This is an optimization exercise on Yosys and OpenROAD, whose aim is small area, a short achievable clock period and few clock cycles, not a production implementation.
RTL that was checked went through simulation tests only; none was proved equivalent to the original.
The RTL of run 2 was laid out without a check of its function.
No activity file was given, so power comes from the tool's default toggle rates.

===== flow/design.v =====
module rx_framer (
    input  wire        clk,
    input  wire        rst,           
    input  wire        cmd_valid,
    input  wire        cmd_step,      
    input  wire [7:0]  cmd_byte,      
    output wire        cmd_ready,
    output reg         idle,
    output reg  [8:0]  rx_count,
    output reg         ev_valid,
    output reg         ev_ok,
    output wire [95:0] ev_payload,    
    output wire [15:0] ev_rxck,
    output reg  [15:0] ev_ck
);
    localparam [2:0] P_IDLE = 3'd0,   
                     P_E1   = 3'd1,   
                     P_E2   = 3'd2,   
                     P_WAIT = 3'd3,   
                     P_F1   = 3'd5,   
                     P_FIN1 = 3'd6,   
                     P_FIN2 = 3'd7;   
    reg        byte_ok;               
    reg        step_ok;               
    assign cmd_ready = cmd_step ? step_ok : byte_ok;
    wire acc_byte = cmd_valid & ~cmd_step & byte_ok;
    wire acc_step = cmd_valid &  cmd_step & step_ok;
    reg  [8:0]  tail;                 
    reg  [8:0]  head;                 
    reg  [8:0]  sp;                   
    reg  [8:0]  rd;                   
    reg  [8:0]  tsnap;                
    reg  [8:0]  dd;                   
    reg  [7:0]  vmask;                
    reg  [31:0] rsel;                 
    reg  [7:0]  upm;                  
    reg  [2:0]  pstate;
    reg  [2047:0] ring;               
    reg         wv;
    reg  [7:0]  wa;
    reg  [7:0]  wb;
    always @(posedge clk) begin
        if (rst) wv <= 1'b0;
        else     wv <= acc_byte;
        if (acc_byte) begin
            wa <= tail[7:0];
            wb <= cmd_byte;
        end
    end
    wire [255:0] wdec = {255'd0, wv} << wa;
    genvar g, r;
    generate
        for (g = 0; g < 256; g = g + 1) begin : g_wr
            always @(posedge clk)
                if (wdec[g]) ring[8*g +: 8] <= wb;
        end
    endgenerate
    wire [31:0] rsel1 = {rsel[30:0], rsel[31]};
    wire [63:0] bank;                 
    generate
        for (g = 0; g < 8; g = g + 1) begin : g_bank
            wire [31:0]  sel = upm[g] ? rsel1 : rsel;
            wire [255:0] col;
            for (r = 0; r < 32; r = r + 1) begin : g_row
                assign col[8*r +: 8] = ring[8*(8*r+g) +: 8];
            end
            rxf_sel32 u_sel (.sel(sel), .d(col), .q(bank[8*g +: 8]));
        end
    endgenerate
    wire [63:0] rot;
    generate
        for (g = 0; g < 8; g = g + 1) begin : g_rot
            wire [7:0] li, lo;
            for (r = 0; r < 8; r = r + 1) begin : g_lane
                assign li[r] = bank[8*r + g];
                assign rot[8*r + g] = lo[r];
            end
            rxf_rot8 u_rot (.s(rd[2:0]), .d(li), .q(lo));
        end
    endgenerate
    reg  [63:0] winb;                 
    reg  [63:0] wina;                 
    reg         wa_ld;
    always @(posedge clk) begin
        winb <= rot;
        if (wa_ld) wina <= winb;
    end
    wire [127:0] frame = {winb, wina};    
    assign ev_rxck    = frame[23:8];
    assign ev_payload = frame[119:24];
    reg  [18:0] sum;
    always @(posedge clk)
        sum <= {3'd0, frame[ 39: 24]} + {3'd0, frame[ 55: 40]} + {3'd0, frame[ 71: 56]} +
               {3'd0, frame[ 87: 72]} + {3'd0, frame[103: 88]} + {3'd0, frame[119:104]};
    wire [16:0] fa    = {1'b0, sum[15:0]} + {14'd0, sum[18:16]};
    wire [15:0] fb    = sum[15:0] + {13'd0, sum[18:16]} + 16'd1;
    wire [15:0] ck    = ~(fa[16] ? fb : fa[15:0]);
    wire        match = (ev_ck == frame[23:8]);      
    wire [7:0] ffb;                   
    wire [7:0] ffa;                   
    generate
        for (g = 0; g < 8; g = g + 1) begin : g_ff
            assign ffb[g] = &winb[8*g +: 8];
            assign ffa[g] = &wina[8*g +: 8];
        end
    endgenerate
    reg  [7:0]  ffv;                  
    always @(posedge clk)
        ffv <= ffb & vmask;
    wire        found = |ffv;
    reg  [2:0]  fi;
    integer k;
    always @(*) begin
        fi = 3'd0;
        for (k = 7; k >= 0; k = k - 1)
            if (ffv[k]) fi = k[2:0];
    end
    wire [8:0]  sp_fi   = sp + {6'd0, fi};
    wire [8:0]  dd_fi   = dd - {6'd0, fi};
    wire        short   = (dd_fi < 9'd15);
    wire [8:0]  sp_8    = sp + 9'd8;
    wire [8:0]  dd_8    = dd - 9'd8;
    wire        scanned = (dd <= 9'd8);
    wire        stale   = ((tsnap - head) > 9'd128);
    wire [14:1] ffi = {ffb[6:0], ffa[7:1]};
    reg  [3:0]  ij;
    always @(*) begin
        ij = 4'd0;
        for (k = 14; k >= 1; k = k - 1)
            if (ffi[k]) ij = k[3:0];
    end
    wire        inner = |ffi;
    reg         ev_far;               
    reg  [8:0]  h_ij;                 
    wire [8:0]  h_fin = (match | ev_far) ? head + 9'd15 : h_ij;
    reg  [8:0]  qs [0:3];
    reg  [1:0]  qwp, qrp;
    reg  [2:0]  qcnt;
    wire        pop    = (pstate == P_IDLE) & (qcnt != 3'd0);
    wire [8:0]  qhead  = qs[qrp];
    wire [8:0]  dd_q   = qhead - sp;
    always @(posedge clk)
        if (acc_step) qs[qwp] <= tail;
    wire [8:0] occ     = tail - head;
    wire [8:0] occ_inc = tail - head + 9'd1;
    reg         sp_ld;
    reg  [8:0]  sp_n;
    reg         rd_ld;
    reg  [8:0]  rd_n;
    reg         dd_ld;
    reg  [8:0]  dd_n;
    always @(*) begin
        sp_ld = 1'b0;
        sp_n  = sp_fi;
        rd_ld = 1'b0;
        rd_n  = sp_fi;
        dd_ld = 1'b0;
        dd_n  = dd_fi;
        wa_ld = 1'b0;
        case (pstate)
            P_IDLE: begin
                dd_ld = pop;
                dd_n  = dd_q;
            end
            P_E1: begin
                rd_ld = 1'b1;
                rd_n  = sp_8;
            end
            P_E2: begin
                wa_ld = 1'b1;                 
                sp_ld = 1'b1;
                dd_ld = 1'b1;
                if (found) begin
                    sp_n = sp_fi;
                    dd_n = dd_fi;
                    if (!short && fi == 3'd0) begin
                    end else begin
                        rd_ld = 1'b1;
                        rd_n  = sp_fi;
                    end
                end else if (scanned) begin
                    sp_n  = tsnap;
                    rd_ld = 1'b1;
                    rd_n  = tsnap;
                    dd_n  = 9'd0;
                end else begin
                    sp_n = sp_8;              
                    dd_n = dd_8;
                end
            end
            P_FIN2: begin
                sp_ld = 1'b1;
                sp_n  = h_fin;
                rd_ld = 1'b1;
                rd_n  = h_fin;
            end
            default: ;
        endcase
    end
    integer m;
    always @(posedge clk) begin
        if (rst) begin
            tail     <= 9'd0;
            head     <= 9'd0;
            sp       <= 9'd0;
            rd       <= 9'd0;
            rsel     <= 32'd1;
            upm      <= 8'd0;
            qwp      <= 2'd0;
            qrp      <= 2'd0;
            qcnt     <= 3'd0;
            pstate   <= P_IDLE;
            byte_ok  <= 1'b1;
            step_ok  <= 1'b1;
            idle     <= 1'b1;
            rx_count <= 9'd0;
            ev_valid <= 1'b0;
            ev_ok    <= 1'b0;
        end else begin
            ev_valid <= 1'b0;
            if (acc_byte) tail <= tail + 9'd1;
            if (acc_step) qwp  <= qwp + 2'd1;
            if (pop)      qrp  <= qrp + 2'd1;
            qcnt     <= qcnt + {2'b0, acc_step} - {2'b0, pop};
            step_ok  <= ~(((qcnt == 3'd4) | (qcnt == 3'd3 & acc_step)) & ~pop);
            byte_ok  <= ~(occ[8] | (acc_byte & (&occ[7:0])));
            idle     <= (pstate == P_IDLE) & (qcnt == 3'd0) & ~acc_step;
            rx_count <= acc_byte ? occ_inc : occ;
            if (sp_ld) sp <= sp_n;
            if (rd_ld) begin
                rd   <= rd_n;
                rsel <= 32'd1 << rd_n[7:3];
                for (m = 0; m < 8; m = m + 1)
                    upm[m] <= (m < rd_n[2:0]);
            end
            if (dd_ld) begin
                dd <= dd_n;
                for (m = 0; m < 8; m = m + 1)
                    vmask[m] <= (dd_n > m);
            end
            case (pstate)
                P_IDLE: begin
                    if (pop) begin
                        tsnap  <= qhead;
                        pstate <= P_E1;
                    end
                end
                P_E1: pstate <= P_E2;
                P_E2: begin
                    if (found) begin
                        head <= sp_fi;
                        if (short)
                            pstate <= P_IDLE;          
                        else if (fi == 3'd0)
                            pstate <= P_F1;            
                        else
                            pstate <= P_WAIT;          
                    end else if (scanned) begin
                        if (stale)
                            head <= tsnap;             
                        pstate <= P_IDLE;
                    end else begin
                        pstate <= P_E1;
                    end
                end
                P_WAIT: pstate <= P_E1;
                P_F1: pstate <= P_FIN1;
                P_FIN1: begin
                    ev_ck  <= ck;
                    ev_far <= ~inner;
                    h_ij   <= head + {5'd0, ij};
                    pstate <= P_FIN2;
                end
                P_FIN2: begin
                    ev_valid <= 1'b1;
                    ev_ok    <= match;
                    head     <= h_fin;
                    pstate   <= P_IDLE;
                end
                default: pstate <= P_IDLE;
            endcase
        end
    end
endmodule
module rxf_sel32 (
    input  wire [31:0]  sel,
    input  wire [255:0] d,
    output wire [7:0]   q
);
    integer r;
    reg [7:0] acc;
    always @(*) begin
        acc = 8'd0;
        for (r = 0; r < 32; r = r + 1)
            acc = acc | ({8{sel[r]}} & d[8*r +: 8]);
    end
    assign q = acc;
endmodule
module rxf_rot8 (
    input  wire [2:0] s,
    input  wire [7:0] d,
    output wire [7:0] q
);
    wire [7:0] r0 = s[0] ? {d[0],    d[7:1]}  : d;
    wire [7:0] r1 = s[1] ? {r0[1:0], r0[7:2]} : r0;
    assign     q  = s[2] ? {r1[3:0], r1[7:4]} : r1;
endmodule

===== flow/run.sh =====
#!/bin/bash
# synth_recipe.tcl (not shown) runs the flow's synth.tcl, then flattens the netlist and writes it again
# the make line also repeats each setting of config.mk as NAME=value (left out here)
make -C /OpenROAD-flow-scripts/flow DESIGN_CONFIG=/design/flow/config.mk WORK_HOME=/design/flow/orfs CLKGATE_MAP_FILE= SYNTH_SCRIPT=/design/flow/synth_recipe.tcl finish

===== flow/config.mk =====
export PLATFORM = sky130hd
export DESIGN_NAME = rx_framer
export DESIGN_NICKNAME = rx_framer
export VERILOG_FILES = /design/flow/design.v
export SDC_FILE = /design/flow/constraint.sdc
export NUM_CORES = 4
export LEC_CHECK = 0
export CAP_MARGIN = 20
export CORE_MARGIN = 2
export CORE_UTILIZATION = 40
export SETUP_SLACK_MARGIN = 5
export SLEW_MARGIN = 20
export SYNTH_HIERARCHICAL = 1

===== flow/constraint.sdc =====
create_clock -name core_clock -period 10.0 [get_ports {clk}]
set_input_delay 2.0000 -clock core_clock [delete_from_list [all_inputs] [get_ports {clk}]]
set_output_delay 2.0000 -clock core_clock [all_outputs]
set_load 0.01 [all_outputs]

==> results of run 1 <==
## layout make-up
| class | count | area (µm²) |
|---|---|---|
| inverter | 90 | 338 |
| multi-input combinational | 3067 | 24300 |
| clock buffer | 287 | 6100 |
| antenna | 12 | 30.0 |
| sequential | 2394 | 70000 |
| fill | 21100 | 135000 |
| timing repair buffer | 235 | 2220 |
| clock inverter | 159 | 1630 |
| tap | 3202 | 4010 |
## metrics by stage
| step | util [%] | cell area (µm²) | worst slack [ps] | cells | hold slack [ps] |
|---|---|---|---|---|---|
| final | 44.7 | 109000 | 5140 | 9446 | 468 |
| after global routing | 44.7 | 109000 | 5120 | 9437 | 487 |
| after CTS | 44.6 | 109000 | 5140 | 9433 | 468 |
| after detailed placement | 41.5 | 101000 | 4680 | 8987 | 445 |
| after global placement | 41.5 | 101000 | 4660 | 8987 | 447 |
| after floorplan | - | 97800 | 5300 | 6076 | 408 |
## Yosys stat by module, one instance, submodules excluded
module | cells inside | flops+latches | copies in the design | cell area [µm²]
rx_framer | 4324 | 2394 | 1 | 83600
rxf_sel32 | 200 | 0 | 8 | 1450
rxf_rot8 | 19 | 0 | 8 | 327
## cell families (layout without fill, tap and decap cells)
group	count (synthesis)	count (layout)	share of synthesized area [%]
other cells	0	12	0
xor+xnor	104	104	0.931
compound gates	1320	1320	10.2
buf+inv	615	771	3.65
mux	375	375	5.40
simple gates	1129	1129	5.94
fa+ha+maj	139	139	2.34
flops	2394	2394	71.6
## sequential cells by signal, summed over array words and instances, names as in the netlist, 3 cells and up, named ones only
signal	cells
winb	64
head	9
rx_count	9
wb	8
dd	9
qcnt	3
wina	56
pstate	3
ffv	8
sum	19
tail	9
wa	8
tsnap	9
upm	7
ev_ck	16
rsel	32
ring	2048
vmask	8
sp	9
qs	36
h_ij	9
## cells in the mapped netlist (6+ instances only)
cell type	count	area [µm²]
sky130_fd_sc_hd__edfxtp_1	2208	66300
sky130_fd_sc_hd__a22oi_1	993	7450
sky130_fd_sc_hd__nor2_1	382	1430
sky130_fd_sc_hd__nand4_1	299	1870
sky130_fd_sc_hd__mux2_2	293	3300
sky130_fd_sc_hd__dfxtp_1	186	3720
sky130_fd_sc_hd__nand2_1	153	574
sky130_fd_sc_hd__buf_4	147	1100
sky130_fd_sc_hd__clkbuf_1	145	544
sky130_fd_sc_hd__inv_1	88	330
sky130_fd_sc_hd__buf_2	87	435
sky130_fd_sc_hd__buf_6	80	901
sky130_fd_sc_hd__fa_1	73	1460
sky130_fd_sc_hd__a21oi_1	71	355
sky130_fd_sc_hd__buf_1	66	248
sky130_fd_sc_hd__ha_1	65	813
sky130_fd_sc_hd__or4_1	65	488
sky130_fd_sc_hd__mux4_1	64	1680
sky130_fd_sc_hd__xnor2_1	62	543
sky130_fd_sc_hd__nor3_1	45	225
sky130_fd_sc_hd__o21ai_0	42	210
sky130_fd_sc_hd__xor2_1	42	368
sky130_fd_sc_hd__nand3_1	41	205
sky130_fd_sc_hd__a22oi_2	32	400
sky130_fd_sc_hd__o2bb2ai_1	32	280
sky130_fd_sc_hd__nor2b_1	25	156
sky130_fd_sc_hd__and2_1	23	144
sky130_fd_sc_hd__o211ai_1	19	143
sky130_fd_sc_hd__a21o_1	14	105
sky130_fd_sc_hd__o31ai_1	14	105
sky130_fd_sc_hd__and3_1	13	81.3
sky130_fd_sc_hd__or2_2	13	81.3
sky130_fd_sc_hd__a211oi_1	12	90.1
sky130_fd_sc_hd__nand2b_1	12	75.1
sky130_fd_sc_hd__nor4_1	11	68.8
sky130_fd_sc_hd__a311oi_1	10	87.6
sky130_fd_sc_hd__or3_1	10	62.6
sky130_fd_sc_hd__a31oi_1	9	56.3
sky130_fd_sc_hd__mux4_2	9	203
sky130_fd_sc_hd__o21a_1	9	67.6
sky130_fd_sc_hd__mux2i_1	8	80.1
sky130_fd_sc_hd__a21boi_0	6	45.0
## what timing repair did
action / in CTS / in global routing
hold buffers: 0 / 0
endpoints found under the setup margin: 1 / 0
endpoints found under the hold margin: 0 / 0
resized for setup: 2 / 0
## report_power, final
part	internal (mW)	switching [mW]	leakage, nW	total, mW
logic	3.02	4.01	8.65	7.03
clock network	5.02	3.84	3.77	8.86
registers	11.4	0.490	21.4	11.9
## worst register-to-register path, delay by kind of cell, from the launching register on
| kind | cells | cell delay [ps] |
|---|---|---|
| AO/OA/AOI/OAI | 6 | 2030 |
| AND/OR/NAND/NOR | 3 | 630 |
| adder cells (fa/ha/maj) | 2 | 600 |
| flip-flops | 1 | 360 |
| XOR/XNOR | 1 | 340 |
| buffers and inverters | 2 | 280 |
## path summary, 6_finish.rpt
check / slack, ps / start / to / depth (start not counted)
setup / recovery: 5140 / cmd_step / cmd_ready / 3
hold / removal: 470 / winb[60]$_DFF_P_ / wina[60]$_DFFE_PP_ / 0
setup reg to reg: 5640 / ffv[7]$_DFF_P_ / upm[6]$_SDFFE_PP0P_ / 14
hold reg to reg: 470 / winb[60]$_DFF_P_ / wina[60]$_DFFE_PP_ / 0
## routing by layer
layer,part of all wire [%],global-route usage (%)
met5,0.0056,0
met2,46,35.1
met1,40,31.5
met4,3.4,7.61
met3,10,4.87
==> flow_summary.yaml, run 1 <==
die:
  die_height_um: 499
  core.rowCount: 181
  fp.dieW_um: 499
  floorplan.io_pins: 153
  core_region_um2: 243000
  floorplan.initialDensity_pct: 40.2
  floorplan.die_area_um2: 249000
grt:
  grt.overflow.total: 0
  vias_in_the_first_global_route: 55000
  grt_pass1_wl_um: 407000
  grt_antenna_before_repair: 27
  grt_use_total_pct: 22.6
  grt_start_max_net_pins: 189
sta:
  final_period_minus_worst_setup_slack_ps: 4860
  grt_setup_unrepaired: "no"
  slew_headroom_pct: 8.19
  max_transition_viols_final: 0
  final_number_of_setup_violating_endpoints: 0
  clock_skew_ps: 53.3
  final-hold-violation-count: 0
  slew_of_the_pin_with_the_lowest_slew_margin_ps: 1380
  fin_crit_sh_pct: 48.6
  setup_tns_ps: 0
  achievable-frequency_mhz: 206
yosys:
  ys_warn_count: 8
  synthesis.area_per_instance_um2: 16.1
  asyncSetResetFlopFracSynth_pct: 0
  number_of_register_bits_inferred_by_synthesis: 2394
  synth-main-ff-cell: "sky130_fd_sc_hd__edfxtp_1"
  synthesis.nets: 6226
  synth_cell_types: 89
  post_synth_inst_count: 6076
  seq_area_frac_synth_pct: 71.6
  synth-edff-count: 2208
  synth.cell_area_um2: 97800
power_and_ir_drop:
  pwr_density_cell_nw_per_um2: 255
  worst_ir_drop_on_vdd_mv: 0.299
  total_power_consumption_mw: 27.7
  static_power_due_to_leakage_nw: 33.8
setup_path:
  cpMostUsedCell: "sky130_fd_sc_hd__dlygate4sd2_1"
  timing_worst_setup_path_type: "primary input to primary output"
  worst_setup_path_start_kind: "primary input"
  critical_path_required_ps: 8000
  critical_path.n_buffers_inverters: 2
  path_max_fanout: 3
  timing.critical_path.arrival_ps: 2860
  timing.critical_path.cells: "dlygate4sd2_1 > mux2_2 > dlygate4sd2_1"
  timing.critical_path.to_type: "primary output"
  critical-path-top-delay-family: "buffers and inverters"
  cpPeakStageDelay_ps: 340
  crit_path_max_delay_cell_type: "sky130_fd_sc_hd__mux2_2"
placement:
  finalWeightedCongestion: 0.909
  io_buffers: 152
  place_hpwl_um: 185000
cts:
  cts_made_buffers: 233
  worstSkewPairLatency_ps: 910
  clk_pin_slew_worst_paths_ps: 60
  level_count_of_the_clock_h_tree: 4
  root_buffer: "sky130_fd_sc_hd__clkbuf_16"
  cts_max_path_buffers: 3
  post_cts_buffers: 0
  clock_sink_count: 2394
  cts_tree: "done"
detailed_routing:
  routed_wirelength_um: 287000
  routedWlPerCell_um: 30.4
  total_drc_errors_in_the_routed_layout: 0
  first_pass_iters: 5
  detailroute.via_count: 57200
  drtAntennaViolNets: 0
  detail_route.iter0.violations: 8624
  vias_per_cell: 6.05
status:
  outcome: "timing/DRC/antenna clean"
cells_and_area:
  mostFrequentLayoutCell: "sky130_fd_sc_hd__edfxtp_1"
  most-common-layout-cells: "sky130_fd_sc_hd__edfxtp_1 (2,208), sky130_fd_sc_hd__a22oi_1 (993), sky130_fd_sc_hd__nor2_1 (379)"
  area_delta_synth_final_pct: 11.1
  final_net_count: 6171
  proportion_of_layout_cells_with_a_drive_suffix_above_1_pct: 13.2
run:
  max-cap-violations: 0
worst_hold_path:
  hp-class: "register to register"
Testbench counts, summed over its fixed seeds: cycles 32,075.
==> run 2: changes to the inputs <==
--- a/flow/design.v
+++ b/flow/design.v
@@ -33,6 +33,5 @@
     reg  [8:0]  dd;                   
     reg  [7:0]  vmask;                
-    reg  [31:0] rsel;                 
-    reg  [7:0]  upm;                  
+    reg  [39:0] brow;                 
     reg  [2:0]  pstate;
     reg  [2047:0] ring;               
@@ -56,9 +55,8 @@
         end
     endgenerate
-    wire [31:0] rsel1 = {rsel[30:0], rsel[31]};
     wire [63:0] bank;                 
     generate
         for (g = 0; g < 8; g = g + 1) begin : g_bank
-            wire [31:0]  sel = upm[g] ? rsel1 : rsel;
+            wire [31:0]  sel = 32'd1 << brow[5*g +: 5];
             wire [255:0] col;
             for (r = 0; r < 32; r = r + 1) begin : g_row
@@ -205,6 +203,5 @@
             sp       <= 9'd0;
             rd       <= 9'd0;
-            rsel     <= 32'd1;
-            upm      <= 8'd0;
+            brow     <= 40'd0;
             qwp      <= 2'd0;
             qrp      <= 2'd0;
@@ -230,7 +227,6 @@
             if (rd_ld) begin
                 rd   <= rd_n;
-                rsel <= 32'd1 << rd_n[7:3];
                 for (m = 0; m < 8; m = m + 1)
-                    upm[m] <= (m < rd_n[2:0]);
+                    brow[5*m +: 5] <= (m < rd_n[2:0]) ? rd_n[7:3] + 5'd1 : rd_n[7:3];
             end
             if (dd_ld) begin
--- a/flow/config.mk
+++ b/flow/config.mk
@@ -9,4 +9,6 @@
 export CORE_MARGIN = 2
 export CORE_UTILIZATION = 40
+export CTS_CLUSTER_DIAMETER = 100
+export CTS_CLUSTER_SIZE = 30
 export SETUP_SLACK_MARGIN = 5
 export SLEW_MARGIN = 20
==> run 2 against run 1 <==
Routed wire length shrank 7.6%. Synthesized cell count grew 2.9%. Clock power down 45%. Non-clock buffer count is 25 lower. Via count shrank 3.0%. Largest power group unchanged.
==> flow_summary.yaml, run 2 <==
worst_hold_path:
  hp-class: "register to register"
  worst_hold_path.num_cells: 1
  worstHoldStart: "vmask[5]$_DFFE_PP_"
sta:
  clock_skew_ps: 65.2
  max_transition_viols_final: 0
  achievable-frequency_mhz: 206
  slew_headroom_pct: 12.9
  setup_tns_ps: 0
  final-hold-violation-count: 0
  final_number_of_setup_violating_endpoints: 0
  final_period_minus_worst_setup_slack_ps: 4860
  slew_of_the_pin_with_the_lowest_slew_margin_ps: 1310
  grt_setup_unrepaired: "no"
  fin_crit_sh_pct: 48.6
yosys:
  asyncSetResetFlopFracSynth_pct: 0
  number_of_register_bits_inferred_by_synthesis: 2396
  synth.most_common_cell: "sky130_fd_sc_hd__edfxtp_1"
  synth.cell_area_um2: 97000
  synthesis.area_per_instance_um2: 15.5
  seq_area_frac_synth_pct: 72.2
  yosys.area.top_type: "sky130_fd_sc_hd__edfxtp_1"
  synth-edff-count: 2208
  synthesis.nets: 6403
  post_synth_inst_count: 6251
  synthTopCellsByCount: "sky130_fd_sc_hd__edfxtp_1 (2,208), sky130_fd_sc_hd__a22oi_1 (995), sky130_fd_sc_hd__nor2_1 (668)"
  yosys-top-cells-area: "sky130_fd_sc_hd__edfxtp_1 (68%), sky130_fd_sc_hd__a22oi_1 (7.7%), sky130_fd_sc_hd__dfxtp_1 (3.9%)"
  synth_cell_types: 82
  synth.top_cell.area_share_pct: 68.4
  ys_warn_count: 8
  synth-main-ff-cell: "sky130_fd_sc_hd__edfxtp_1"
setup_path:
  path_max_fanout: 4
  regToRegStartpoint: "wina[25]$_DFFE_PP_"
  reg2reg_slack_ps: 5390
  startpoint: "cmd_step"
  timing.critical_path.arrival_ps: 2860
  worst_r2r_path_depth: 19
  timing_worst_setup_path_type: "primary input to primary output"
  timing.critical_path.to_type: "primary output"
  worst_setup_path_start_kind: "primary input"
  critical_path_required_ps: 8000
die:
  core_region_um2: 241000
  floorplan.initialDensity_pct: 40.3
  floorplan.io_pins: 153
  floorplan.die_area_um2: 246000
  core.rowCount: 180
  fp.dieW_um: 496
  die_height_um: 496
cells_and_area:
  multiInputGateArea_um2: 23400
  proportion_of_layout_cells_with_a_drive_suffix_above_1_pct: 5.78
  layout.area.seq_um2: 70100
  fillCellCount: 21300
  largest_register_ffs: 2048
  reg_top3: "ring (2048), winb (64), wina (56)"
  mostFrequentLayoutCell: "sky130_fd_sc_hd__edfxtp_1"
  final_net_count: 6183
  top_register: "ring"
  area_delta_synth_final_pct: 5.86
  most-common-layout-cells: "sky130_fd_sc_hd__edfxtp_1 (2,208), sky130_fd_sc_hd__a22oi_1 (995), sky130_fd_sc_hd__nor2_1 (667)"
cts:
  clock_sink_count: 2396
  cts_made_buffers: 94
  root_buffer: "sky130_fd_sc_hd__clkbuf_16"
  cts_max_path_buffers: 3
  clk_pin_slew_worst_paths_ps: 110
  level_count_of_the_clock_h_tree: 3
  worstSkewPairLatency_ps: 800
  post_cts_buffers: 0
  cts_tree: "done"
detailed_routing:
  routedWlPerCell_um: 28.7
  total_drc_errors_in_the_routed_layout: 0
  vias_per_cell: 5.99
  drtAntennaViolNets: 0
  first_pass_iters: 6
  detailroute.via_count: 55500
  detail_route.iter0.violations: 7620
  routed_wirelength_um: 266000
grt:
  grt.overflow.total: 0
  grt_pass1_wl_um: 382000
  grt_start_max_net_pins: 178
  grt_antenna_before_repair: 12
  vias_in_the_first_global_route: 53500
  grt_use_total_pct: 21.1
status:
  outcome: "timing/DRC/antenna clean"
placement:
  finalWeightedCongestion: 0.909
  place_hpwl_um: 184000
  io_buffers: 152
power_and_ir_drop:
  pwr_density_cell_nw_per_um2: 240
  total_power_consumption_mw: 24.6
  static_power_due_to_leakage_nw: 30.7
  worst_ir_drop_on_vdd_mv: 0.440
run:
  max-cap-violations: 0
run 2: cells by family (layout without fill, tap and decap cells):
family,after synthesis,count (layout),share of synthesized area (%)
AOI/OAI and AO/OA,1327,1327,10.2
xor gates and xnor gates,115,115,1.04
adders and majority gates,140,140,2.37
buffers and inverters,613,432,3.66
DFF,2396,2396,72.2
muxes,160,160,2.93
other,0,5,0
and+or+nand+nor,1500,1500,7.61
run 2: worst max-delay path: stages:
cell	delay, ps
sky130_fd_sc_hd__clkdlybuf4s15_2	230
sky130_fd_sc_hd__mux2_2	350
sky130_fd_sc_hd__dlygate4sd2_1	280
run 2: per-module statistics from Yosys (local to each module, per instance):
module     area (µm²)  flip-flops and latches  cells
rxf_rot8          327                       0     19
rxf_sel32        1450                       0    200
rx_framer       82800                    2396   4499
run 2: path summary, 6_finish.rpt:
kind | to
max reg2reg | sum[16]$_DFF_P_
max | cmd_ready
min | ffv[5]$_DFF_P_
min reg2reg | ffv[5]$_DFF_P_
run 2: metal layers:
metal | global-route usage [%] | routed length, µm | up-vias
met5 | 0 | 54 | -
met4 | 6.35 | 8660 | 6
met3 | 3.22 | 22000 | 303
met2 | 33.2 | 122000 | 2496
met1 | 30.4 | 113000 | 28700
li1 | - | - | 24000
run 2: per-stage QoR:
stage	instance area [µm²]	util, %	setup WS [ps]	hold WS [ps]	instances
final	103000	42.7	5140	445	9260
after global routing	103000	42.6	5000	476	9256
after CTS	103000	42.6	5130	456	9255
after detailed placement	99800	41.5	4570	430	9120
after global placement	99800	41.5	4600	434	9120
after floorplan	97000	-	5600	408	6251
run 2: layout make-up:
| cell class | instances | area share (%) |
|---|---|---|
| Antenna cell | 5 | 0.0122 |
| Timing Repair Buffer | 210 | 1.99 |
| Multi-Input combinational cell | 3242 | 22.8 |
| Tap cell | 3185 | 3.88 |
| Inverter | 87 | 0.318 |
| Clock buffer | 116 | 2.44 |
| Clock inverter | 19 | 0.302 |
| Sequential cell | 2396 | 68.2 |
run 2: repair_timing:
| item | 4_1_cts | 5_1_grt |
|---|---|---|
| hold buffers | 0 | 0 |
| resized for setup | 4 | 2 |
| setup endpoints to repair | 1 | 2 |
run 2: power by group:
group	internal (mW)	total, mW	leakage, nW	switching, mW
Combinational	3.13	7.70	7.89	4.57
Clock	1.89	4.91	1.37	3.01
Sequential	11.4	12.0	21.4	0.591
Total	16.4	24.6	30.7	8.18
==> run 3: changes to the inputs <==
--- a/flow/design.v
+++ b/flow/design.v
@@ -33,5 +33,6 @@
     reg  [8:0]  dd;                   
     reg  [7:0]  vmask;                
-    reg  [39:0] brow;                 
+    reg  [31:0] rsel;                 
+    reg  [7:0]  upm;                  
     reg  [2:0]  pstate;
     reg  [2047:0] ring;               
@@ -55,8 +56,9 @@
         end
     endgenerate
+    wire [31:0] rsel1 = {rsel[30:0], rsel[31]};
     wire [63:0] bank;                 
     generate
         for (g = 0; g < 8; g = g + 1) begin : g_bank
-            wire [31:0]  sel = 32'd1 << brow[5*g +: 5];
+            wire [31:0]  sel = upm[g] ? rsel1 : rsel;
             wire [255:0] col;
             for (r = 0; r < 32; r = r + 1) begin : g_row
@@ -203,5 +205,6 @@
             sp       <= 9'd0;
             rd       <= 9'd0;
-            brow     <= 40'd0;
+            rsel     <= 32'd1;
+            upm      <= 8'd0;
             qwp      <= 2'd0;
             qrp      <= 2'd0;
@@ -227,6 +230,7 @@
             if (rd_ld) begin
                 rd   <= rd_n;
+                rsel <= 32'd1 << rd_n[7:3];
                 for (m = 0; m < 8; m = m + 1)
-                    brow[5*m +: 5] <= (m < rd_n[2:0]) ? rd_n[7:3] + 5'd1 : rd_n[7:3];
+                    upm[m] <= (m < rd_n[2:0]);
             end
             if (dd_ld) begin
==> flow/flow/run.sh (new file) <==
#!/bin/bash
# Standard layout, with two changes to how timing is repaired:
# - the port buffers that buffer_ports inserts are plain buf_4 cells;
# - repair_timing aims for 5.6 ns of setup slack (the design's period is
#   unchanged; the larger margin only makes the repair work harder).
# The make output goes to flow_make.log here; ORFS keeps each step's own
# log under orfs/logs/.
set -euo pipefail
bash standard.sh \
  "BUFFER_PORTS_ARGS=-buffer_cell sky130_fd_sc_hd__buf_4" \
  SETUP_SLACK_MARGIN=5.6 \
  finish > flow_make.log 2>&1
==> flow/standard.sh (new file) <==
#!/bin/bash
# synth_recipe.tcl (not shown) runs the flow's synth.tcl, then flattens the netlist and writes it again
# the make line also repeats each setting of config.mk as NAME=value (left out here)
make -C /OpenROAD-flow-scripts/flow DESIGN_CONFIG=/design/flow/config.mk WORK_HOME=/design/flow/orfs CLKGATE_MAP_FILE= SYNTH_SCRIPT=/design/flow/synth_recipe.tcl "${@:-finish}"
--- a/flow/config.mk
+++ b/flow/config.mk
@@ -9,6 +9,4 @@
 export CORE_MARGIN = 2
 export CORE_UTILIZATION = 40
-export CTS_CLUSTER_DIAMETER = 100
-export CTS_CLUSTER_SIZE = 30
 export SETUP_SLACK_MARGIN = 5
 export SLEW_MARGIN = 20
removed: flow/run.sh
==> run 3 against run 2 <==
Still clean on timing, DRC and antenna. Via count increased by 4.4%. Synthesized cell count decreased by 2.8%. Maximum frequency increased by 8.0%. First-iteration DRC count increased by 2.0%. Utilization increased by 2.0 points. Setup slack improved by 360 ps. Die area increased by 0.84%. Combinational power decreased by 8.1%. Sequential power about the same. Hold slack improved by 5.8 ps. Largest power group unchanged.
==> flow_summary.yaml, run 3 <==
sta:
  fin_crit_sh_pct: 45.0
  final_period_minus_worst_setup_slack_ps: 4500
  achievable-frequency_mhz: 222
  final_number_of_setup_violating_endpoints: 0
  final-hold-violation-count: 0
  slew_of_the_pin_with_the_lowest_slew_margin_ps: 1440
  clock_skew_ps: 47.1
  max_transition_viols_final: 0
  slew_headroom_pct: 3.83
  setup_tns_ps: 0
  grt_setup_unrepaired: "yes"
  finalWorstSetupSlack_ps: 5500
cells_and_area:
  most-common-layout-cells: "sky130_fd_sc_hd__edfxtp_1 (2,208), sky130_fd_sc_hd__a22oi_1 (993), sky130_fd_sc_hd__nor2_1 (382)"
  final_net_count: 6190
  number_of_non_filler_instances_in_the_completed_layout: 9472
  top_register: "ring"
  mostFrequentLayoutCell: "sky130_fd_sc_hd__edfxtp_1"
  largest_register_ffs: 2048
  area_delta_synth_final_pct: 11.1
  reg_top3: "ring (2048), winb (64), wina (56)"
  proportion_of_layout_cells_with_a_drive_suffix_above_1_pct: 15.9
setup_path:
  worst_r2r_path_depth: 18
  timing.critical_path.arrival_ps: 2500
  critical_path_required_ps: 8000
  timing.critical_path.to_type: "primary output"
  path_max_fanout: 3
  worst_setup_path_start_kind: "primary input"
  timing_worst_setup_path_type: "primary input to primary output"
  reg2reg_slack_ps: 5810
  rr_endpoint: "sum[18]$_DFF_P_"
  regToRegStartpoint: "wina[25]$_DFFE_PP_"
cts:
  worstSkewPairLatency_ps: 890
  level_count_of_the_clock_h_tree: 4
  clock_sink_count: 2394
  postCtsHoldBufs: 0
  cts_made_buffers: 240
  cts_max_path_buffers: 3
  clk_pin_slew_worst_paths_ps: 60
  root_buffer: "sky130_fd_sc_hd__clkbuf_16"
  cts_tree: "done"
die:
  die_height_um: 499
  floorplan.initialDensity_pct: 40.2
  floorplan.io_pins: 153
  core_region_um2: 243000
  floorplan.die_area_um2: 249000
  core.rowCount: 181
  fp.dieW_um: 499
yosys:
  post_synth_inst_count: 6076
  synth_cell_types: 89
  synth.most_common_cell: "sky130_fd_sc_hd__edfxtp_1"
  seq_area_frac_synth_pct: 71.6
  synthesis.nets: 6226
  synth.cell_area_um2: 97800
  number_of_register_bits_inferred_by_synthesis: 2394
  asyncSetResetFlopFracSynth_pct: 0
  synthesis.area_per_instance_um2: 16.1
  synth-edff-count: 2208
  synth-main-ff-cell: "sky130_fd_sc_hd__edfxtp_1"
  yosys.area.top_type: "sky130_fd_sc_hd__edfxtp_1"
  yosys-top-cells-area: "sky130_fd_sc_hd__edfxtp_1 (68%), sky130_fd_sc_hd__a22oi_1 (7.6%), sky130_fd_sc_hd__dfxtp_1 (3.8%)"
  synthTopCellsByCount: "sky130_fd_sc_hd__edfxtp_1 (2,208), sky130_fd_sc_hd__a22oi_1 (993), sky130_fd_sc_hd__nor2_1 (382)"
  ys_warn_count: 8
  synth.top_cell.area_share_pct: 67.8
power_and_ir_drop:
  worst_ir_drop_on_vdd_mv: 0.349
  pwr_density_cell_nw_per_um2: 258
  static_power_due_to_leakage_nw: 34.2
  total_power_consumption_mw: 28.0
placement:
  io_buffers: 152
  place.detailed.instances: 8993
  place_ws_ps: 5450
  place_hpwl_um: 189000
  finalWeightedCongestion: 0.896
detailed_routing:
  first_pass_iters: 8
  detail_route.iter0.violations: 7769
  vias_per_cell: 6.12
  drtAntennaViolNets: 0
  routedWlPerCell_um: 30.7
  routed_wirelength_um: 291000
  total_drc_errors_in_the_routed_layout: 0
  detailroute.via_count: 58000
grt:
  vias_in_the_first_global_route: 55800
  grt_start_max_net_pins: 193
  grt_pass1_wl_um: 412000
  grt_antenna_before_repair: 22
  grt_use_total_pct: 22.8
  grt.overflow.total: 0
worst_hold_path:
  hp-class: "register to register"
  hold_path_end: "wina[63]$_DFFE_PP_"
  worstHoldStart: "winb[63]$_DFF_P_"
  worst_hold_path.num_cells: 0
run:
  max-cap-violations: 0
status:
  outcome: "timing/DRC/antenna clean"
## run 3: cell types whose count changed after synthesis, sizes merged, moves of 13 or more
| cell | before | now |
|---|---|---|
| a21oi | 90 | 72 |
| buf | 367 | 380 |
| clkbuf | 159 | 145 |
| mux2 | 70 | 294 |
| nand2 | 177 | 153 |
| nand2b | 28 | 12 |
| nand3b | 28 | 3 |
| nor2 | 669 | 382 |
| o2bb2ai | 1 | 32 |
| or3 | 28 | 10 |
## run 3: through the flow
step                utilization, %  cell area (µm²)  hold WS, ps
floorplan                        -            97800          408
global placement              41.3           101000          443
detailed placement            41.3           101000          438
CTS                           44.6           109000          452
global route                  44.7           109000          464
finish                        44.7           109000          451
## run 3: where the power goes
| group | internal (mW) | switching, mW | total (mW) |
|---|---|---|---|
| Clock | 5.20 | 3.88 | 9.07 |
| Combinational | 2.98 | 4.11 | 7.08 |
| Sequential | 11.4 | 0.473 | 11.8 |
| Total | 19.5 | 8.45 | 28.0 |
## run 3: how the worst max path moves through the flow
stage | startpoint | end | slack [ps] | depth (start not counted)
2_1_floorplan | cmd_step | cmd_ready | 5660 | 1
3_3_place_gp | cmd_step | cmd_ready | 5450 | 3
3_5_place_dp | cmd_step | cmd_ready | 5450 | 3
4_1_cts | cmd_step | cmd_ready | 5500 | 3
5_1_grt | cmd_step | cmd_ready | 5480 | 3
6_report | cmd_step | cmd_ready | 5500 | 3
## run 3: layout make-up
cell class | count | area (µm²)
Fill cell | 21100 | 135000
Sequential cell | 2394 | 70000
Multi-Input combinational cell | 3067 | 24300
Clock buffer | 317 | 6610
Tap cell | 3202 | 4010
Timing Repair Buffer | 247 | 1980
Clock inverter | 140 | 1410
Inverter | 90 | 338
Antenna cell | 15 | 37.5
## run 3: kinds of logic after synthesis
kind of cell               count (synthesis)  share of synthesized area [%]
AOI/OAI and AO/OA                       1320                           10.2
xor gates and xnor gates                 104                          0.931
adders and majority gates                139                           2.34
buffers and inverters                    615                           3.65
DFF                                     2394                           71.6
muxes                                    375                           5.40
and+or+nand+nor                         1129                           5.94
## run 3: layer usage
layer / share of wire [%] / wire length, µm / global-route usage [%] / up-vias
met3: 10 / 29600 / 5.46 / 540
met5: 0.026 / 77 / 0 / -
li1: - / - / - / 24300
met2: 46 / 133000 / 35.2 / 3245
met1: 40 / 117000 / 31.2 / 29900
met4: 3.9 / 11300 / 8.59 / 12
## run 3: per-module statistics from Yosys, one instance, submodules excluded
module / flip-flops and latches / cells / area (µm²) / copies in the design
rxf_rot8: 0 / 19 / 327 / 8
rx_framer: 2394 / 4324 / 83600 / 1
rxf_sel32: 0 / 200 / 1450 / 8
## run 3: critical path, stage by stage
cell                     delay [ps]
sky130_fd_sc_hd__buf_6          100
sky130_fd_sc_hd__mux2_4         290
sky130_fd_sc_hd__buf_6          120
## run 3: timing repair
item / in CTS / in global routing
pin swaps: 0 / 2
buffers inserted: 0 / 4
gates cloned: 0 / 0
resized for setup: 4 / 6
endpoints found under the setup margin: 2 / 34
Testbench counts of run 3, summed over its fixed seeds: cycles 32,075.
==> run 4: changes to the inputs <==
--- a/flow/design.v
+++ b/flow/design.v
@@ -21,9 +21,9 @@
                      P_FIN1 = 3'd6,   
                      P_FIN2 = 3'd7;   
-    reg        byte_ok;               
-    reg        step_ok;               
-    assign cmd_ready = cmd_step ? step_ok : byte_ok;
-    wire acc_byte = cmd_valid & ~cmd_step & byte_ok;
-    wire acc_step = cmd_valid &  cmd_step & step_ok;
+    reg        byte_no;               
+    reg        step_no;               
+    assign cmd_ready = ~(cmd_step ? step_no : byte_no);
+    wire acc_byte = cmd_valid & ~cmd_step & ~byte_no;
+    wire acc_step = cmd_valid &  cmd_step & ~step_no;
     reg  [8:0]  tail;                 
     reg  [8:0]  head;                 
@@ -33,6 +33,5 @@
     reg  [8:0]  dd;                   
     reg  [7:0]  vmask;                
-    reg  [31:0] rsel;                 
-    reg  [7:0]  upm;                  
+    reg  [39:0] brow;                 
     reg  [2:0]  pstate;
     reg  [2047:0] ring;               
@@ -56,9 +55,8 @@
         end
     endgenerate
-    wire [31:0] rsel1 = {rsel[30:0], rsel[31]};
     wire [63:0] bank;                 
     generate
         for (g = 0; g < 8; g = g + 1) begin : g_bank
-            wire [31:0]  sel = upm[g] ? rsel1 : rsel;
+            wire [31:0]  sel = 32'd1 << brow[5*g +: 5];
             wire [255:0] col;
             for (r = 0; r < 32; r = r + 1) begin : g_row
@@ -205,12 +203,11 @@
             sp       <= 9'd0;
             rd       <= 9'd0;
-            rsel     <= 32'd1;
-            upm      <= 8'd0;
+            brow     <= 40'd0;
             qwp      <= 2'd0;
             qrp      <= 2'd0;
             qcnt     <= 3'd0;
             pstate   <= P_IDLE;
-            byte_ok  <= 1'b1;
-            step_ok  <= 1'b1;
+            byte_no  <= 1'b0;
+            step_no  <= 1'b0;
             idle     <= 1'b1;
             rx_count <= 9'd0;
@@ -223,6 +220,6 @@
             if (pop)      qrp  <= qrp + 2'd1;
             qcnt     <= qcnt + {2'b0, acc_step} - {2'b0, pop};
-            step_ok  <= ~(((qcnt == 3'd4) | (qcnt == 3'd3 & acc_step)) & ~pop);
-            byte_ok  <= ~(occ[8] | (acc_byte & (&occ[7:0])));
+            step_no  <= ((qcnt == 3'd4) | (qcnt == 3'd3 & acc_step)) & ~pop;
+            byte_no  <= occ[8] | (acc_byte & (&occ[7:0]));
             idle     <= (pstate == P_IDLE) & (qcnt == 3'd0) & ~acc_step;
             rx_count <= acc_byte ? occ_inc : occ;
@@ -230,7 +227,6 @@
             if (rd_ld) begin
                 rd   <= rd_n;
-                rsel <= 32'd1 << rd_n[7:3];
                 for (m = 0; m < 8; m = m + 1)
-                    upm[m] <= (m < rd_n[2:0]);
+                    brow[5*m +: 5] <= (m < rd_n[2:0]) ? rd_n[7:3] + 5'd1 : rd_n[7:3];
             end
             if (dd_ld) begin
==> flow/flow/run.sh (replaced) <==
#!/bin/bash
# Standard layout, with two changes to how timing is repaired:
# - the port buffers that buffer_ports inserts are plain buf_1 cells
#   (repair resizes the ones on critical paths);
# - repair_timing aims for 5.75 ns of setup slack (the design's period is
#   unchanged; the larger margin only makes the repair work harder).
# The make output goes to flow_make.log here; ORFS keeps each step's own
# log under orfs/logs/.
set -euo pipefail
bash standard.sh \
  "BUFFER_PORTS_ARGS=-buffer_cell sky130_fd_sc_hd__buf_1" \
  SETUP_SLACK_MARGIN=5.75 \
  finish > flow_make.log 2>&1
--- a/flow/config.mk
+++ b/flow/config.mk
@@ -9,4 +9,6 @@
 export CORE_MARGIN = 2
 export CORE_UTILIZATION = 40
+export CTS_CLUSTER_DIAMETER = 100
+export CTS_CLUSTER_SIZE = 24
 export SETUP_SLACK_MARGIN = 5
 export SLEW_MARGIN = 20
==> run 4 against run 3 <==
Still clean on timing, DRC and antenna. Register-to-register slack improved by 30 ps. Setup slack improved by 120 ps. Sequential share of layout area rose by 4.0 points. Hold slack got worse by 2.9 ps. Sequential power barely moved. Critical endpoint unchanged. Largest cell class unchanged. Largest power group unchanged.
==> flow_summary.yaml, run 4 <==
placement:
  io_buffers: 152
  place_hpwl_um: 182000
  finalWeightedCongestion: 0.915
  place.detailed.instances: 9103
yosys:
  ys_warn_count: 8
  synth.top_cell.area_share_pct: 68.4
  synth.most_common_cell: "sky130_fd_sc_hd__edfxtp_1"
  compound_gate_portion_of_the_synthesized_area_pct: 10.2
  synth_xor_area_share_pct: 1.03
  yosys.area.top_type: "sky130_fd_sc_hd__edfxtp_1"
  synth_top_family_by_area: "compound AO/OA/AOI/OAI gates"
  yosys-top-cells-area: "sky130_fd_sc_hd__edfxtp_1 (68%), sky130_fd_sc_hd__a22oi_1 (7.7%), sky130_fd_sc_hd__dfxtp_1 (3.9%)"
  synth_cell_types: 82
  synthesis.nets: 6366
  synth-edff-count: 2208
  synth.area.mux_share_pct: 3.08
  synth-main-ff-cell: "sky130_fd_sc_hd__edfxtp_1"
  post_synth_fa_ha_maj_area_fraction_pct: 2.37
  synthesis.area_per_instance_um2: 15.6
  synth-simple-area-share_pct: 7.42
  post_synth_inst_count: 6214
  number_of_register_bits_inferred_by_synthesis: 2396
  synth.cell_area_um2: 96900
  asyncSetResetFlopFracSynth_pct: 0
  seq_area_frac_synth_pct: 72.3
  synthTopCellsByCount: "sky130_fd_sc_hd__edfxtp_1 (2,208), sky130_fd_sc_hd__a22oi_1 (993), sky130_fd_sc_hd__nor2_1 (672)"
die:
  core_region_um2: 241000
  core.rowCount: 180
  floorplan.initialDensity_pct: 40.2
  fp.dieW_um: 496
  die_height_um: 496
  floorplan.io_pins: 153
  floorplan.die_area_um2: 246000
cells_and_area:
  postLayoutCoreUtil_pct: 42.6
  fillCellCount: 21300
  reg_top3: "ring (2048), winb (64), wina (56)"
  mostFrequentLayoutCell: "sky130_fd_sc_hd__edfxtp_1"
  number_of_non_filler_instances_in_the_completed_layout: 9306
  largest_register_ffs: 2048
  proportion_of_layout_cells_with_a_drive_suffix_above_1_pct: 6.80
  area_delta_synth_final_pct: 5.73
  final_net_count: 6212
  most-common-layout-cells: "sky130_fd_sc_hd__edfxtp_1 (2,208), sky130_fd_sc_hd__a22oi_1 (993), sky130_fd_sc_hd__nor2_1 (668)"
  top_register: "ring"
sta:
  fin_crit_sh_pct: 43.9
  final_period_minus_worst_setup_slack_ps: 4390
  max_transition_viols_final: 0
  final-hold-violation-count: 0
  achievable-frequency_mhz: 228
  final_number_of_setup_violating_endpoints: 0
  setup_tns_ps: 0
  slew_headroom_pct: 18.7
  clock_skew_ps: 44.5
  grt_setup_unrepaired: "yes"
  slew_of_the_pin_with_the_lowest_slew_margin_ps: 1220
grt:
  grt_pass1_wl_um: 383000
  grt.overflow.total: 0
  grt_start_max_net_pins: 195
  grt_antenna_before_repair: 9
  vias_in_the_first_global_route: 53900
  grt_use_total_pct: 21.2
cts:
  cts_max_path_buffers: 3
  root_buffer: "sky130_fd_sc_hd__clkbuf_16"
  clk_pin_slew_worst_paths_ps: 90
  postCtsHoldBufs: 0
  cts_tree: "done"
  level_count_of_the_clock_h_tree: 3
  clock_sink_count: 2396
  worstSkewPairLatency_ps: 830
  cts_made_buffers: 111
detailed_routing:
  vias_per_cell: 6.02
  routedWlPerCell_um: 28.7
  first_pass_iters: 6
  routed_wirelength_um: 267000
  detail_route.iter0.violations: 7035
  drtAntennaViolNets: 0
  detailroute.via_count: 56000
  total_drc_errors_in_the_routed_layout: 0
power_and_ir_drop:
  static_power_due_to_leakage_nw: 30.7
  worst_ir_drop_on_vdd_mv: 0.527
  total_power_consumption_mw: 25.4
  pwr_density_cell_nw_per_um2: 247
status:
  outcome: "timing/DRC/antenna clean"
setup_path:
  critical_path_required_ps: 8000
  timing.critical_path.to_type: "primary output"
  cpPeakStageDelay_ps: 170
  timing_worst_setup_path_type: "primary input to primary output"
  worst_setup_path_start_kind: "primary input"
  crit_path_max_delay_cell_type: "sky130_fd_sc_hd__mux2i_2"
  timing.critical_path.cells: "buf_8 > mux2i_2 > buf_2"
  timing.critical_path.arrival_ps: 2390
  path_max_fanout: 2
worst_hold_path:
  hp-class: "register to register"
run:
  max-cap-violations: 0
run 4: changes by cell type after synthesis, moves of 12 or more:
cell,change
sky130_fd_sc_hd__or3_1,+18
sky130_fd_sc_hd__o211ai_1,-12
sky130_fd_sc_hd__o22ai_1,+12
sky130_fd_sc_hd__o2bb2ai_1,-31
sky130_fd_sc_hd__nand3b_1,+20
sky130_fd_sc_hd__o21ai_0,+23
sky130_fd_sc_hd__mux2_2,-228
sky130_fd_sc_hd__nor2_1,+290
sky130_fd_sc_hd__mux2i_1,+29
run 4: final cells by class:
| type | count | area, µm² | share of cell area [%] |
|---|---|---|---|
| tap | 3185 | 3990 | 3.89 |
| clock buffer | 155 | 2960 | 2.89 |
| antenna | 6 | 15.0 | 0.0147 |
| sequential | 2396 | 70100 | 68.4 |
| timing repair buffer | 245 | 1350 | 1.32 |
| clock inverter | 13 | 164 | 0.160 |
| multi-input combinational | 3214 | 23500 | 23.0 |
| inverter | 92 | 345 | 0.337 |
run 4: timing repair:
item                                    in CTS  in global routing
gates resized for setup                     23                 28
endpoints found under the setup margin      37                 37
pin swaps                                    5                 19
setup buffers                                8                 20
hold endpoints to repair                     0                  0
run 4: worst max-delay path: cells and delay by family:
| kind | cells | cell delay [ps] |
|---|---|---|
| buffers and inverters | 2 | 220 |
| muxes | 1 | 170 |
run 4: Yosys stat by module (local to each module, per instance):
module / cells / flip-flops and latches / times used / area [µm²]
rx_framer: 4462 / 2396 / 1 / 82700
rxf_rot8: 19 / 0 / 8 / 327
rxf_sel32: 200 / 0 / 8 / 1450
run 4: per-layer routing:
layer,wire length [µm],global-route usage (%)
met5,39,0
met2,124000,33.3
met4,10200,7.78
met1,109000,29.4
met3,24100,3.85
run 4: path summary, 6_finish.rpt:
path | from | to | slack, ps | cells after the start
max reg2reg | wina[25]$_DFFE_PP_ | sum[16]$_DFF_P_ | 5840 | 19
max | cmd_step | cmd_ready | 5610 | 3
min reg2reg | winb[63]$_DFF_P_ | wina[63]$_DFFE_PP_ | 450 | 0
min | winb[63]$_DFF_P_ | wina[63]$_DFFE_PP_ | 450 | 0
run 4: through the flow:
stage	hold slack, ps	instance area (µm²)	setup slack, ps
after global routing	457	102000	5570
after floorplan	408	96900	5770
after global placement	424	98900	5100
final	448	102000	5610
after CTS	449	102000	5610
after detailed placement	426	98900	5150
run 4: cell families (layout without fill, tap and decap cells):
group / count (synthesis) / count (layout)
and+or+nand+nor: 1460 / 1460
xor gates and xnor gates: 114 / 114
other: 0 / 6
AOI/OAI and AO/OA: 1325 / 1325
DFF: 2396 / 2396
adders and majority gates: 140 / 140
buffers and inverters: 604 / 505
muxes: 175 / 175
run 4: where the power goes:
| group | internal (mW) | switching (mW) |
|---|---|---|
| clock | 2.10 | 3.05 |
| sequential | 11.4 | 0.502 |
| combinational | 3.52 | 4.74 |
Testbench counts of run 4, summed over its fixed seeds: cycles 32,075.
==> run 5: changes to the inputs <==
--- a/flow/design.v
+++ b/flow/design.v
@@ -42,8 +42,6 @@
         if (rst) wv <= 1'b0;
         else     wv <= acc_byte;
-        if (acc_byte) begin
-            wa <= tail[7:0];
-            wb <= cmd_byte;
-        end
+        wa <= tail[7:0];
+        wb <= cmd_byte;
     end
     wire [255:0] wdec = {255'd0, wv} << wa;
@@ -132,4 +130,9 @@
     reg  [8:0]  h_ij;                 
     wire [8:0]  h_fin = (match | ev_far) ? head + 9'd15 : h_ij;
+    always @(posedge clk) begin
+        ev_ck  <= ck;
+        ev_far <= ~inner;
+        h_ij   <= head + {5'd0, ij};
+    end
     reg  [8:0]  qs [0:3];
     reg  [1:0]  qwp, qrp;
@@ -262,10 +265,5 @@
                 P_WAIT: pstate <= P_E1;
                 P_F1: pstate <= P_FIN1;
-                P_FIN1: begin
-                    ev_ck  <= ck;
-                    ev_far <= ~inner;
-                    h_ij   <= head + {5'd0, ij};
-                    pstate <= P_FIN2;
-                end
+                P_FIN1: pstate <= P_FIN2;
                 P_FIN2: begin
                     ev_valid <= 1'b1;
--- a/flow/config.mk
+++ b/flow/config.mk
@@ -8,7 +8,7 @@
 export CAP_MARGIN = 20
 export CORE_MARGIN = 2
-export CORE_UTILIZATION = 40
-export CTS_CLUSTER_DIAMETER = 100
-export CTS_CLUSTER_SIZE = 24
+export CORE_UTILIZATION = 60
+export CTS_CLUSTER_DIAMETER = 70
+export CTS_CLUSTER_SIZE = 28
 export SETUP_SLACK_MARGIN = 5
 export SLEW_MARGIN = 20
==> run 5 against run 4 <==
Still clean. Utilization grew 21 points. Clock power rose by 27%. Die area shrank 33%. Cell count is 10% lower. Hold slack improved by 2.0 ps. Sequential cell count did not move. Global-route usage increased by 12 points. Routed wire length grew 0.80%. Design area is essentially flat. Critical path depth did not move. Power increased by 0.31%. Sequential share of layout area fell by 0.35 points. Largest power group unchanged.
==> flow_summary.yaml, run 5 <==
status:
  outcome: "timing/DRC/antenna clean"
worst_hold_path:
  hold_path_end: "ev_ck[12]$_DFF_P_"
  hp-class: "register to register"
  worstHoldStart: "sum[12]$_DFF_P_"
  worst_hold_path.num_cells: 1
die:
  core.rowCount: 147
  fp.dieW_um: 405
  floorplan.die_area_um2: 164000
  floorplan.io_pins: 153
  die_height_um: 405
  core_region_um2: 160000
  floorplan.initialDensity_pct: 60.3
detailed_routing:
  routedWlPerCell_um: 32.2
  drtAntennaViolNets: 0
  detailroute.via_count: 56500
  detail_route.iter0.violations: 8056
  routed_wirelength_um: 269000
  total_drc_errors_in_the_routed_layout: 0
  vias_per_cell: 6.75
  first_pass_iters: 6
yosys:
  number_of_register_bits_inferred_by_synthesis: 2396
  asyncSetResetFlopFracSynth_pct: 0
  post_synth_inst_count: 6239
  synthesis.nets: 6391
  synth.most_common_cell: "sky130_fd_sc_hd__edfxtp_1"
  yosys.area.top_type: "sky130_fd_sc_hd__edfxtp_1"
  synthTopCellsByCount: "sky130_fd_sc_hd__edfxtp_1 (2,166), sky130_fd_sc_hd__a22oi_1 (998), sky130_fd_sc_hd__nor2_1 (658)"
  yosys-top-cells-area: "sky130_fd_sc_hd__edfxtp_1 (67%), sky130_fd_sc_hd__a22oi_1 (7.8%), sky130_fd_sc_hd__dfxtp_1 (4.8%)"
  synth_cell_types: 83
  ys_warn_count: 8
  synthesis.area_per_instance_um2: 15.5
  synth.cell_area_um2: 96500
  seq_area_frac_synth_pct: 72.1
  synth.top_cell.area_share_pct: 67.4
  synth-edff-count: 2166
  synth-main-ff-cell: "sky130_fd_sc_hd__edfxtp_1"
setup_path:
  timing_worst_setup_path_type: "primary input to primary output"
  worst_r2r_path_depth: 19
  critical-path-top-delay-family: "buffers and inverters"
  timing.critical_path.cells: "buf_8 > mux2i_2 > buf_2"
  timing.critical_path.to_type: "primary output"
  rr_endpoint: "brow[34]$_SDFFE_PP0P_"
  worst_setup_path_start_kind: "primary input"
  path_max_fanout: 2
  cpPeakStageDelay_ps: 180
  timing.critical_path.arrival_ps: 2400
  crit_path_max_delay_cell_type: "sky130_fd_sc_hd__mux2i_2"
  critical_path.n_buffers_inverters: 2
  regToRegStartpoint: "ffv[7]$_DFF_P_"
  reg2reg_slack_ps: 5850
  critical_path_required_ps: 8000
placement:
  finalWeightedCongestion: 0.914
  place_hpwl_um: 185000
  io_buffers: 152
cts:
  root_buffer: "sky130_fd_sc_hd__clkbuf_16"
  cts_tree: "done"
  clk_pin_slew_worst_paths_ps: 90
  level_count_of_the_clock_h_tree: 4
  cts_max_path_buffers: 3
  postCtsHoldBufs: 0
  cts_made_buffers: 139
  worstSkewPairLatency_ps: 800
  clock_sink_count: 2396
power_and_ir_drop:
  static_power_due_to_leakage_nw: 31.3
  pwr_density_cell_nw_per_um2: 248
  worst_ir_drop_on_vdd_mv: 0.375
  total_power_consumption_mw: 25.4
cells_and_area:
  largest_register_ffs: 2048
  fillCellCount: 11600
  area_delta_synth_final_pct: 6.06
  most-common-layout-cells: "sky130_fd_sc_hd__edfxtp_1 (2,166), sky130_fd_sc_hd__a22oi_1 (998), sky130_fd_sc_hd__nor2_1 (657)"
  postLayoutCoreUtil_pct: 63.9
  final_net_count: 6232
  reg_top3: "ring (2048), winb (64), wina (56)"
  mostFrequentLayoutCell: "sky130_fd_sc_hd__edfxtp_1"
  proportion_of_layout_cells_with_a_drive_suffix_above_1_pct: 8.41
  top_register: "ring"
sta:
  achievable-frequency_mhz: 227
  final_number_of_setup_violating_endpoints: 0
  grt_setup_unrepaired: "yes"
  setup_tns_ps: 0
  final-hold-violation-count: 0
  final_period_minus_worst_setup_slack_ps: 4400
  fin_crit_sh_pct: 44.0
  slew_headroom_pct: 15.4
  clock_skew_ps: 32.4
  slew_of_the_pin_with_the_lowest_slew_margin_ps: 1270
  max_transition_viols_final: 0
run:
  max-cap-violations: 0
grt:
  grt_use_total_pct: 32.8
  grt_antenna_before_repair: 14
  grt_start_max_net_pins: 183
  grt.overflow.total: 0
  grt_pass1_wl_um: 385000
  vias_in_the_first_global_route: 53800
## run 5: worst max-delay path by stage
stage,start,to,slack (ps),cells past startpoint
2_1_floorplan,wb[0]$_DFF_P_,ring[0]$_DFFE_PP_,5770,0
3_3_place_gp,cmd_step,cmd_ready,5430,3
3_5_place_dp,ffv[4]$_DFF_P_,brow[14]$_SDFFE_PP0P_,5330,16
4_1_cts,cmd_step,cmd_ready,5600,3
5_1_grt,cmd_step,cmd_ready,5570,3
6_report,cmd_step,cmd_ready,5600,3
## run 5: Yosys stat by module, one instance, submodules excluded
module     flip-flops and latches  copies in the design  cell area (µm²)
rx_framer                    2396                     1            82300
rxf_rot8                        0                     8              327
rxf_sel32                       0                     8             1450
## run 5: cells by family (layout without fill, tap and decap cells)
kind of cell	count (synthesis)	after routing	share of synthesized area [%]
DFF	2396	2396	72.1
and+or+nand+nor	1484	1484	7.59
AOI/OAI and AO/OA	1331	1331	10.2
buffers and inverters	608	565	3.66
muxes	167	167	3.03
adders and majority gates	140	140	2.38
xor gates and xnor gates	113	113	1.03
other	0	15	0
## run 5: cell type report
cell class              instances  area, µm²  share of cell area (%)
flip-flops and latches       2396      69700                    68.1
multi-input cells            3235      23600                    23.0
clock buffers                 158       3790                    3.71
well taps                    2160       2700                    2.64
clock inverters                99       1130                    1.10
repair buffers                212       1090                    1.07
inverters                      96        360                   0.352
diodes                         15       37.5                  0.0367
## run 5: per-layer routing
| metal | global-route usage [%] | routed length (µm) | share of wire, % | up-vias |
|---|---|---|---|---|
| li1 | - | - | - | 24200 |
| met1 | 47.7 | 110000 | 41 | 28800 |
| met2 | 50.3 | 124000 | 46 | 2960 |
| met3 | 5.31 | 24500 | 9.1 | 471 |
| met4 | 12.3 | 11400 | 4.2 | 16 |
| met5 | 0 | 101 | 0.037 | - |
## run 5: report_power, final
group	internal [mW]	total (mW)	switching, mW
registers	11.4	12.0	0.600
logic	2.83	6.90	4.07
clock network	3.08	6.57	3.49
total	17.3	25.4	8.16
## run 5: what timing repair did
item	CTS	global route
pin swaps	6	7
setup endpoints to repair	21	32
buffers inserted	3	4
gates resized for setup	23	27
## run 5: worst register-to-register path, stage by stage, from the launching register on
cell                      delay (ps)
sky130_fd_sc_hd__dfxtp_1         390
sky130_fd_sc_hd__nor2b_1         150
sky130_fd_sc_hd__o21ai_0         130
sky130_fd_sc_hd__a21oi_2         210
sky130_fd_sc_hd__ha_1            210
sky130_fd_sc_hd__inv_1            60
sky130_fd_sc_hd__fa_1            400
sky130_fd_sc_hd__nor2b_1         190
sky130_fd_sc_hd__o21ai_0         120
sky130_fd_sc_hd__xnor2_1         310
sky130_fd_sc_hd__buf_4           180
sky130_fd_sc_hd__nor2_1           40
sky130_fd_sc_hd__a31oi_2         290
sky130_fd_sc_hd__nand3_4         170
sky130_fd_sc_hd__ha_4            240
sky130_fd_sc_hd__o31ai_1         160
sky130_fd_sc_hd__a21oi_2         120
sky130_fd_sc_hd__nand2_1         110
sky130_fd_sc_hd__mux2_1          320
sky130_fd_sc_hd__a31o_2          210
## run 5: metrics by stage
| step | hold WS (ps) | area (µm²) | setup WS [ps] | instances |
|---|---|---|---|---|
| after global routing | 478 | 102000 | 5570 | 8356 |
| after CTS | 452 | 102000 | 5600 | 8351 |
| final | 450 | 102000 | 5600 | 8371 |
| after detailed placement | 439 | 97200 | 5330 | 8091 |
| after floorplan | 408 | 96500 | 5770 | 6239 |
| after global placement | 444 | 97200 | 5430 | 8091 |
Testbench counts of run 5, summed over its fixed seeds: cycles 32,075.
==> run 6: changes to the inputs <==
--- a/flow/config.mk
+++ b/flow/config.mk
@@ -8,7 +8,7 @@
 export CAP_MARGIN = 20
 export CORE_MARGIN = 2
-export CORE_UTILIZATION = 60
-export CTS_CLUSTER_DIAMETER = 70
-export CTS_CLUSTER_SIZE = 28
+export CORE_UTILIZATION = 55
+export CTS_CLUSTER_DIAMETER = 100
+export CTS_CLUSTER_SIZE = 24
 export SETUP_SLACK_MARGIN = 5
 export SLEW_MARGIN = 20
==> run 6 against run 5 <==
Clock-buffer cell count is 4 higher. Critical path depth stayed put. Highest routed layer unchanged. Sequential power hardly changed. Cell count is 0.79% higher. Hold slack better by 5.5 ps. Via count is 0.74% lower. Die area is 9.0% higher. Largest power group unchanged. Synthesized cell count stayed put. Clock skew is 23 ps higher. Maximum frequency hardly changed. Non-clock buffer count is 1 higher. Critical endpoint unchanged.
==> flow_summary.yaml, run 6 <==
status:
  outcome: "timing/DRC/antenna clean"
yosys:
  number_of_register_bits_inferred_by_synthesis: 2396
  synth-main-ff-cell: "sky130_fd_sc_hd__edfxtp_1"
  synth.most_common_cell: "sky130_fd_sc_hd__edfxtp_1"
  synth.top_cell.area_share_pct: 67.4
  seq_area_frac_synth_pct: 72.1
  yosys-top-cells-area: "sky130_fd_sc_hd__edfxtp_1 (67%), sky130_fd_sc_hd__a22oi_1 (7.8%), sky130_fd_sc_hd__dfxtp_1 (4.8%)"
  synthTopCellsByCount: "sky130_fd_sc_hd__edfxtp_1 (2,166), sky130_fd_sc_hd__a22oi_1 (998), sky130_fd_sc_hd__nor2_1 (658)"
  asyncSetResetFlopFracSynth_pct: 0
  synth_cell_types: 83
  synthesis.nets: 6391
  synthesis.area_per_instance_um2: 15.5
power_and_ir_drop:
  total_power_consumption_mw: 24.0
  static_power_due_to_leakage_nw: 30.4
  worst_ir_drop_on_vdd_mv: 0.321
cells_and_area:
  mostFrequentLayoutCell: "sky130_fd_sc_hd__edfxtp_1"
  final_net_count: 6204
  most-common-layout-cells: "sky130_fd_sc_hd__edfxtp_1 (2,166), sky130_fd_sc_hd__a22oi_1 (998), sky130_fd_sc_hd__nor2_1 (657)"
  reg_top3: "ring (2048), winb (64), wina (56)"
sta:
  slew_headroom_pct: 18.5
  grt_setup_unrepaired: "yes"
  final-hold-violation-count: 0
  timing.hold.ws_ps: 455
  slew_of_the_pin_with_the_lowest_slew_margin_ps: 1220
  clock_skew_ps: 55.2
  max_transition_viols_final: 0
cts:
  clock_sink_count: 2396
  cts_max_path_buffers: 3
  clk_pin_slew_worst_paths_ps: 100
  postCtsHoldBufs: 0
setup_path:
  crit_path_max_delay_cell_type: "sky130_fd_sc_hd__mux2i_2"
  critical-path-top-delay-family: "buffers and inverters"
  regToRegStartpoint: "wina[43]$_DFFE_PP_"
  timing.critical_path.to_type: "primary output"
  startpoint: "cmd_step"
  path_max_fanout: 2
  critical_path.n_buffers_inverters: 2
grt:
  grt_pass1_wl_um: 390000
  vias_in_the_first_global_route: 53700
detailed_routing:
  routedWlPerCell_um: 32.3
  routed_wirelength_um: 272000
  drtAntennaViolNets: 0
die:
  floorplan.io_pins: 153
  floorplan.initialDensity_pct: 55.4
placement:
  place_hpwl_um: 189000
  finalWeightedCongestion: 0.917
  place_ws_ps: 5120
run:
  max-cap-violations: 0
worst_hold_path:
  worstHoldStart: "vmask[5]$_DFFE_PP_"
[run 6: cell counts after synthesis]
No cell type changed its count.
[run 6: per-module statistics from Yosys, one instance, submodules excluded]
module | copies in the design | cells inside
rx_framer | 1 | 4487
rxf_sel32 | 8 | 200
rxf_rot8 | 8 | 19
[run 6: timing repair]
item | 4_1_cts | 5_1_grt
setup endpoints to repair | 24 | 30
gates cloned | 0 | 0
resized for setup | 23 | 35
setup buffers | 3 | 5
pin swaps | 2 | 7
[run 6: worst max path at each step]
stage | end | slack [ps] | depth (start not counted)
floorplan | ring[0]$_DFFE_PP_ | 5770 | 0
global placement | brow[14]$_SDFFE_PP0P_ | 5180 | 13
detailed placement | brow[14]$_SDFFE_PP0P_ | 5120 | 13
CTS | cmd_ready | 5590 | 3
global route | cmd_ready | 5570 | 3
finish | cmd_ready | 5590 | 3
[run 6: area by class of cell]
cell class / instances / area, µm²
diodes: 3 / 7.51
multi-input cells: 3235 / 23600
clock inverters: 7 / 85.1
flip-flops and latches: 2396 / 69700
clock buffers: 162 / 2970
inverters: 96 / 360
fillers: 13700 / 73500
repair buffers: 213 / 1090
well taps: 2325 / 2910
[run 6: kinds of logic (layout without fill, tap and decap cells)]
kind of cell,count (synthesis),in the layout,synth area share (%)
flip-flops,2396,2396,72.1
adder cells (fa/ha/maj),140,140,2.38
buffers and inverters,608,478,3.66
XOR/XNOR,113,113,1.03
multiplexers,167,167,3.03
other,0,3,0
AO/OA/AOI/OAI,1331,1331,10.2
AND/OR/NAND/NOR,1484,1484,7.59
[run 6: layer usage]
metal / part of all wire [%] / wire (µm) / track usage (%) / vias to the layer above
li1: - / - / - / 24000
met1: 42 / 115000 / 44.9 / 28900
met2: 46 / 126000 / 46.3 / 2769
met3: 8.4 / 22900 / 4.10 / 329
met4: 3.3 / 8940 / 9.38 / 4
met5: 0.0092 / 25 / 0 / -
[run 6: where the power goes]
part | leakage [nW] | internal (mW) | switching (mW)
sequential | 21.4 | 11.4 | 0.570
clock | 1.47 | 2.07 | 3.02
combinational | 7.58 | 2.83 | 4.11
total | 30.4 | 16.3 | 7.71
[run 6: worst reg2reg max path, cell delays in order, from the launching register on]
cell and delay [ps]:
sky130_fd_sc_hd__edfxtp_1 480, sky130_fd_sc_hd__fa_1 580, sky130_fd_sc_hd__fa_1 450, sky130_fd_sc_hd__fa_1 510, sky130_fd_sc_hd__ha_1 300, sky130_fd_sc_hd__a21o_1 200
sky130_fd_sc_hd__a21oi_2 200, sky130_fd_sc_hd__o21ai_0 120, sky130_fd_sc_hd__o211a_1 180, sky130_fd_sc_hd__a211oi_1 260, sky130_fd_sc_hd__nor3_1 150, sky130_fd_sc_hd__a211o_1 280
sky130_fd_sc_hd__a21oi_1 180, sky130_fd_sc_hd__xnor2_1 140
[run 6: metrics by stage]
step | area, µm² | std cells
final | 101000 | 8437
after global routing | 101000 | 8434
after floorplan | 96500 | 6239
after global placement | 97300 | 8255
after CTS | 101000 | 8429
after detailed placement | 97400 | 8257
